Background: an optimization exercise with open tools, aiming at small area, a short achievable clock period and few clock cycles. Do not read the settings as production practice. RTL that was checked went through simulation tests only; none was proved equivalent to the original.

==> build 22 <==
Design sm1_codec, start of the top module:
module sm1_codec (
    input  wire        clk,
    input  wire        rst,           
    input  wire        cmd_valid,
    output wire        cmd_ready,
    input  wire [31:0] cmd_data,
    input  wire        cmd_last,
    input  wire [31:0] ts_in,         
    output wire        rsp_valid,
    input  wire        rsp_ready,
    output wire [31:0] rsp_data,
    output wire        rsp_last
);
export LEC_CHECK = 0
export CAP_MARGIN = 20
export CORE_MARGIN = 2
export CORE_UTILIZATION = 40
export SETUP_SLACK_MARGIN = 5
export SLEW_MARGIN = 20
create_clock -name core_clock -period 10.0 [get_ports {clk}]
run.sh (not shown) runs the stock make flow with config.mk's settings and CLKGATE_MAP_FILE= SYNTH_SCRIPT=/design/flow/synth_recipe.tcl, a recipe that flattens the netlist after the stock synthesis.
==> inputs of trial 91, as changes to build 22 <==
--- a/flow/design.v
+++ b/flow/design.v
@@ -69,16 +69,16 @@
     reg [63:0] s0, s1;                
     reg [3:0]  len0, len1;
     reg [7:0]  wsum0, wsum1;
     reg [31:0] ok0, ok1, ckf0, ckf1, mal0, mal1, lts0, lts1;
     reg        seen0, seen1;
     reg        cv, cc;                
     reg        c_feed, c_dec, c_enc, c_rsta, c_rsts, c_rdst, c_wrcfg, c_rdcfg, c_badop;
-    reg        c_mid, c_resx;         
-    reg        c_ch, c_b26, c_b25;
+    reg        c_mid;                 
+    reg        c_ch, c_b26, c_b25, c_b24;
     reg [7:0]  c_lo;
     reg [31:0] c_ts;
     reg [6:0]  c_cnt;                 
     reg        c_badlen;
     reg [63:0] opr;                   
     reg        fl1, fl2, fl3, fl4;    
     reg [7:0]  osa, osb, osr;         
@@ -86,15 +86,16 @@
     reg        gbusy;
     reg [2:0]  gk, glast;
     reg [1:0]  gtype, x_rt;
     reg        x_ch, x_ver, x_opr;
     reg [31:0] w0r;
     reg        q0v, q1v, q0l, q1l;
     reg [31:0] q0d, q1d;
-    reg        pend_v;                
+    reg        pend_v, pend_ch;       
+    reg [1:0]  pend_kind;             
     reg        rdy;
     assign cmd_ready = rdy;
     assign rsp_valid = q0v;
     assign rsp_data  = q0d;
     assign rsp_last  = q0l;
     function [7:0] add8(input [7:0] a, input [7:0] b);
         reg [7:0] g, p, gg, pp, g2, p2;
@@ -132,48 +133,42 @@
                 sat_inc[i] = (&x) | (x[i] ^ (&(x | ~((32'd1 << i) - 32'd1))));
         end
     endfunction
     wire gpush  = gbusy && !q1v;
     wire g_last = (gk == glast);
     wire pop    = q0v && rsp_ready;
     wire c_opr  = c_dec || c_enc;
-    reg  sclr;                                  
-    wire exec   = cv && cc && (!gbusy || (gpush && g_last)) && (!c_dec || cst) && !sclr;
+    wire exec   = cv && cc && (!gbusy || (gpush && g_last)) && (!c_dec || cst);
     wire direct = exec && !gbusy && !q1v;       
     wire push   = gpush || direct;
     wire       is_hdr   = !cv || cc;
     wire       ld_hdr   = rdy && is_hdr;      
     wire       ld_opd   = rdy && !is_hdr;
     wire       take     = cmd_valid && rdy;
     wire       take_hdr = take && is_hdr;
     wire       take_opd = take && !is_hdr;
     wire [3:0] i_op     = cmd_data[31:28];
-    reg  [11:0] i_mask;               
-    always @(*) begin
-        case (i_op)
-            4'h1:                   i_mask = 12'h700;
-            4'h2:                   i_mask = 12'h900;
-            4'h3:                   i_mask = 12'hDF8;
-            4'h4, 4'h5, 4'h6, 4'h7: i_mask = 12'h7FF;
-            4'h8:                   i_mask = 12'hFF8;
-            4'h9:                   i_mask = 12'hFFF;
-            default:                i_mask = 12'h000;
-        endcase
-    end
     wire [7:0] ln0 = cmd_data[31:24], ln1 = cmd_data[23:16],
                ln2 = cmd_data[15:8],  ln3 = cmd_data[7:0];
     wire       i_fits;
     wire [7:0] b1 = c_b25 ? {5'd0, c_lo[2:1], c_lo[0]} : {7'd0, c_lo[0]};
     wire [63:0] fve = c_opr ? opr : (c_ch ? s1 : s0);
     wire [7:0]  e1 = fve[7:0],   e2 = fve[15:8],  e3 = fve[23:16], e4 = fve[31:24],
                 e5 = fve[39:32], e6 = fve[47:40], e7 = fve[55:48], e8 = fve[63:56];
     wire [63:0] fvg = x_opr ? opr : (x_ch ? s1 : s0);
     wire [7:0]  g1 = fvg[7:0],   g2 = fvg[15:8],  g3 = fvg[23:16], g4 = fvg[31:24],
                 g5 = fvg[39:32], g6 = fvg[47:40], g7 = fvg[55:48];
-    wire       c_res   = c_mid || c_resx;
+    wire       c_g47   = c_rsta || c_rsts || c_rdst;
+    wire       res_hi  = ((c_feed || c_g47) && (c_b26 || c_b25 || c_b24)) ||
+                         (c_dec && (c_ch || c_b24)) ||
+                         (c_enc && (c_ch || c_b26 || c_b24)) ||
+                         ((c_wrcfg || c_rdcfg) && (c_ch || c_b26 || c_b25 || c_b24));
+    wire       res_lo  = ((c_enc || c_wrcfg) && (c_lo[7:3] != 5'd0)) ||
+                         ((c_g47 || c_rdcfg) && (c_lo != 8'd0));
+    wire       c_res   = c_mid || res_hi || res_lo;
     wire       illegal = c_badop || c_res || c_badlen;
     wire [3:0] ill_why = c_badop ? 4'd1 : (c_res ? 4'd2 : 4'd3);
     wire       e_ver = c_dec ? c_b25 : cfg_ver;
     wire       e_dir = c_dec ? c_b26 : cfg_rxdir;
     wire       e_ch  = c_dec ? 1'b0 : c_ch;
     wire       e_n9  = c_dec ? c_b26 : cfg_rxdir;
     wire       e_n10 = c_dec ? (c_b26 & c_b25) : (cfg_rxdir & cfg_ver);
@@ -269,18 +264,19 @@
     );
     wire [31:0] enc_w;
     sm1_frame_encode u_enc (
         .x(cmd_data), .wide(!(c_cnt == 7'd2 && !c_b25)), .fits(i_fits),
         .f1(g1), .f2(g2), .f3(g3), .f4(g4), .f5(g5), .f6(g6), .f7(g7), .cks(osr),
         .ver(x_ver), .k(gk[1:0]), .w(enc_w)
     );
-    reg [2:0]  csel;                  
+    wire       cs_ch   = pend_v ? pend_ch : x_ch;
+    wire [1:0] cs_kind = pend_v ? pend_kind : (gk[1:0] - 2'd1);
     reg [31:0] cm;
     always @(*) begin
-        case (csel)
+        case ({cs_ch, cs_kind})
             3'd0: cm = ok0;  3'd1: cm = ckf0; 3'd2: cm = mal0; 3'd3: cm = lts0;
             3'd4: cm = ok1;  3'd5: cm = ckf1; 3'd6: cm = mal1; default: cm = lts1;
         endcase
     end
     wire [31:0] cinc = sat_inc(cm);
     wire [31:0] g_w = (gk == 3'd0) ? w0r :
                       (gtype == G_STATS) ? cm : ((gtype == G_FRAME) ? enc_w : dec_w);
@@ -293,15 +289,15 @@
     wire [2:0] glast_n = exec ? x_n - 3'd1 : glast;
     wire       x_opr_n = exec ? c_opr : x_opr;
     wire       q1v_n   = q1v ? !pop : (q0v && push && !pop);
     wire       q0v_n   = q1v ? 1'b1 : (push || (q0v && !pop));
     wire       gfree_n = !gbusy_n || (!q1v_n && gk_n == glast_n);
     wire       cst_n   = !take_hdr && cc;
     wire       cdec_n  = ld_hdr ? (i_op == 4'h2) : c_dec;
-    wire       rdy_n   = !cv_n || (cc_n && gfree_n && (!cdec_n || cst_n) && !(exec && c_wrcfg)) ||
+    wire       rdy_n   = !cv_n || (cc_n && gfree_n && (!cdec_n || cst_n)) ||
                          (!cc_n && !(gbusy_n && x_opr_n));
     wire legal    = exec && !illegal;
     wire do_feed  = legal && c_feed;
     wire do_rstst = legal && c_rsts;
     wire do_rstas = legal && c_rsta;
     wire do_wrcfg = legal && c_wrcfg;
     wire cfg_chg  = (c_lo[0] != cfg_ver) || (c_lo[2] != cfg_rxdir);
@@ -310,38 +306,37 @@
     wire [63:0] s_sh = {c_lo, nb7, e7, nb5, e5, e4, e3, e2};
     wire [7:0]  top0 = (lrx == 4'd7) ? s0[39:32] : ((lrx == 4'd9) ? s0[55:48] : s0[63:56]);
     wire [7:0]  top1 = (lrx == 4'd7) ? s1[39:32] : ((lrx == 4'd9) ? s1[55:48] : s1[63:56]);
     wire [15:0] wc0  = csa(wsum0, top0, ~s0[7:0]);
     wire [15:0] wc1  = csa(wsum1, top1, ~s1[7:0]);
     wire [7:0]  wsh0 = add8(wc0[7:0], {wc0[15:9], 1'b1});
     wire [7:0]  wsh1 = add8(wc1[7:0], {wc1[15:9], 1'b1});
+    wire        sclr = rst || (do_wrcfg && cfg_chg);
     wire       o_job = gbusy && (gtype == G_FRAME);
     wire       o_n9  = o_job || c_enc || (c_dec && c_b26);
     wire       o_n10 = o_job ? x_ver : (c_b25 && (c_enc || (c_dec && c_b26)));
     wire [15:0] oca  = csa(opr[7:0], opr[15:8], opr[23:16]);
     wire [15:0] ocb  = csa(opr[31:24], opr[39:32], opr[47:40]);
     wire [15:0] ocb2 = csa(ocb[7:0], ocb[15:8], o_n10 ? opr[55:48] : 8'd0);
     always @(posedge clk) begin
         if (rst) begin
             cv <= 1'b0; cc <= 1'b0; cst <= 1'b0;
             gbusy <= 1'b0;
             q0v <= 1'b0; q1v <= 1'b0;
             pend_v <= 1'b0;
             rdy <= 1'b1;
             x_opr <= 1'b0;
-            sclr  <= 1'b1;
             c_dec <= 1'b0; c_enc <= 1'b0;
         end else begin
             cv <= cv_n; cc <= cc_n; cst <= cst_n;
             gbusy <= gbusy_n;
             q0v <= q0v_n; q1v <= q1v_n;
             pend_v <= do_feed && (f_done || f_mal);
             rdy <= rdy_n;
             x_opr <= x_opr_n;
-            sclr  <= do_wrcfg && cfg_chg;
             if (ld_hdr) begin
                 c_dec <= (i_op == 4'h2);
                 c_enc <= (i_op == 4'h3);
             end
         end
     end
     always @(posedge clk) begin
@@ -356,15 +351,15 @@
             c_wrcfg  <= (i_op == 4'h8);
             c_rdcfg  <= (i_op == 4'h9);
             c_badop  <= (i_op == 4'h0) || (i_op >= 4'hA);
             c_mid    <= (cmd_data[23:8] != 16'd0);
             c_ch     <= cmd_data[27];
             c_b26    <= cmd_data[26];
             c_b25    <= cmd_data[25];
-            c_resx   <= ({cmd_data[27:24], cmd_data[7:0]} & i_mask) != 12'd0;
+            c_b24    <= cmd_data[24];
             c_lo     <= cmd_data[7:0];
             c_ts     <= ts_in;
             c_cnt    <= 7'd0;
             c_badlen <= (i_op == 4'h3) || (i_op == 4'h2 && cmd_data[7:0] != 8'd0);
         end else if (take_opd) begin
             if (c_cnt != 7'd127) c_cnt <= c_cnt + 7'd1;
             if (c_enc)      c_badlen <= (c_cnt != 7'd2);
@@ -426,15 +421,15 @@
             ok0  <= 32'd0; ok1  <= 32'd0;
             ckf0 <= 32'd0; ckf1 <= 32'd0;
             mal0 <= 32'd0; mal1 <= 32'd0;
             lts0 <= 32'd0; lts1 <= 32'd0;
             seen0 <= 1'b0; seen1 <= 1'b0;
         end else begin
             if (pend_v) begin
-                case (csel)
+                case ({pend_ch, pend_kind})
                     3'd0: ok0  <= cinc;
                     3'd1: ckf0 <= cinc;
                     3'd2: mal0 <= cinc;
                     3'd4: ok1  <= cinc;
                     3'd5: ckf1 <= cinc;
                     3'd6: mal1 <= cinc;
                     default: ;
@@ -468,13 +463,13 @@
         end
         if (sclr) begin
             s0 <= 64'd0; s1 <= 64'd0; wsum0 <= 8'd0; wsum1 <= 8'd0;
         end else if (do_feed && !f_done) begin
             if (c_ch) begin s1 <= s_sh; wsum1 <= wsh1; end
             else      begin s0 <= s_sh; wsum0 <= wsh0; end
         end
-        if (do_feed && (f_done || f_mal))
-            csel <= {c_ch, (f_mal ? 2'd2 : (ckbad ? 2'd1 : 2'd0))};
-        else
-            csel <= {(exec ? e_ch : x_ch), gk_n[1:0] - 2'd1};
+        if (do_feed) begin
+            pend_ch   <= c_ch;
+            pend_kind <= f_mal ? 2'd2 : (ckbad ? 2'd1 : 2'd0);
+        end
     end
 endmodule
- SETUP_SLACK_MARGIN: 5 -> default
==> run notes <==
outcome=timing/DRC/antenna clean; count of non-CTS buffers in the layout=200; Clock Latency Late Sink=0.66 ns; top cells by count, synth=nand2_1 (533), a21oi_1 (494), dfxtp_1 (466), nor2_1 (404), o21ai_0 (398); grt met2 use=44.9%
That was build 22.
==> run notes <==
outcome=timing/DRC/antenna clean; top cells by count, synth=nand2_1 (529), a21oi_1 (492), dfxtp_1 (461), o21ai_0 (413), nor2_1 (368); Clock Latency Late Sink=0.67 ns; Slew @ Worst Pin=1.10 ns; CTS tree=built
That was trial 91.
Testbench counts of build 22, summed over its fixed seeds: cycles 24,429.
Only the layout flow was run in trial 91; the RTL was not checked for function there.

## afterwards: timing with drivers on the ports
How much do the figures lean on ideal ports? The routed layouts below were timed once more, with nothing changed but the port constraints. Step 1: set_driving_cell puts a clkbuf_16 on clk and a buf_2 on each other input, an assumption about the parent block. Step 2 adds t to the input delays and takes it off the output delays; t is the mean of the earliest and latest rising clock arrival at the registers after step 1. Input paths then give back, and output paths get back, about the clock's delay inside the block. a / b / c = no drivers / after step 1 / after step 2; a / b = the first two.
| run | t (ns) | setup slack, ns | hold slack, ns | worst setup path after step 2 |
|---|---|---|---|---|
| build 22 | 0.708 | 5.209 / 5.209 / 5.209 | 0.454 / 0.454 / 0.454 | register to register |
| trial 91 | 0.716 | 3.551 / 3.551 / 3.551 | 0.454 / 0.454 / 0.454 | register to register |
After both steps setup and hold are still met in every run listed.
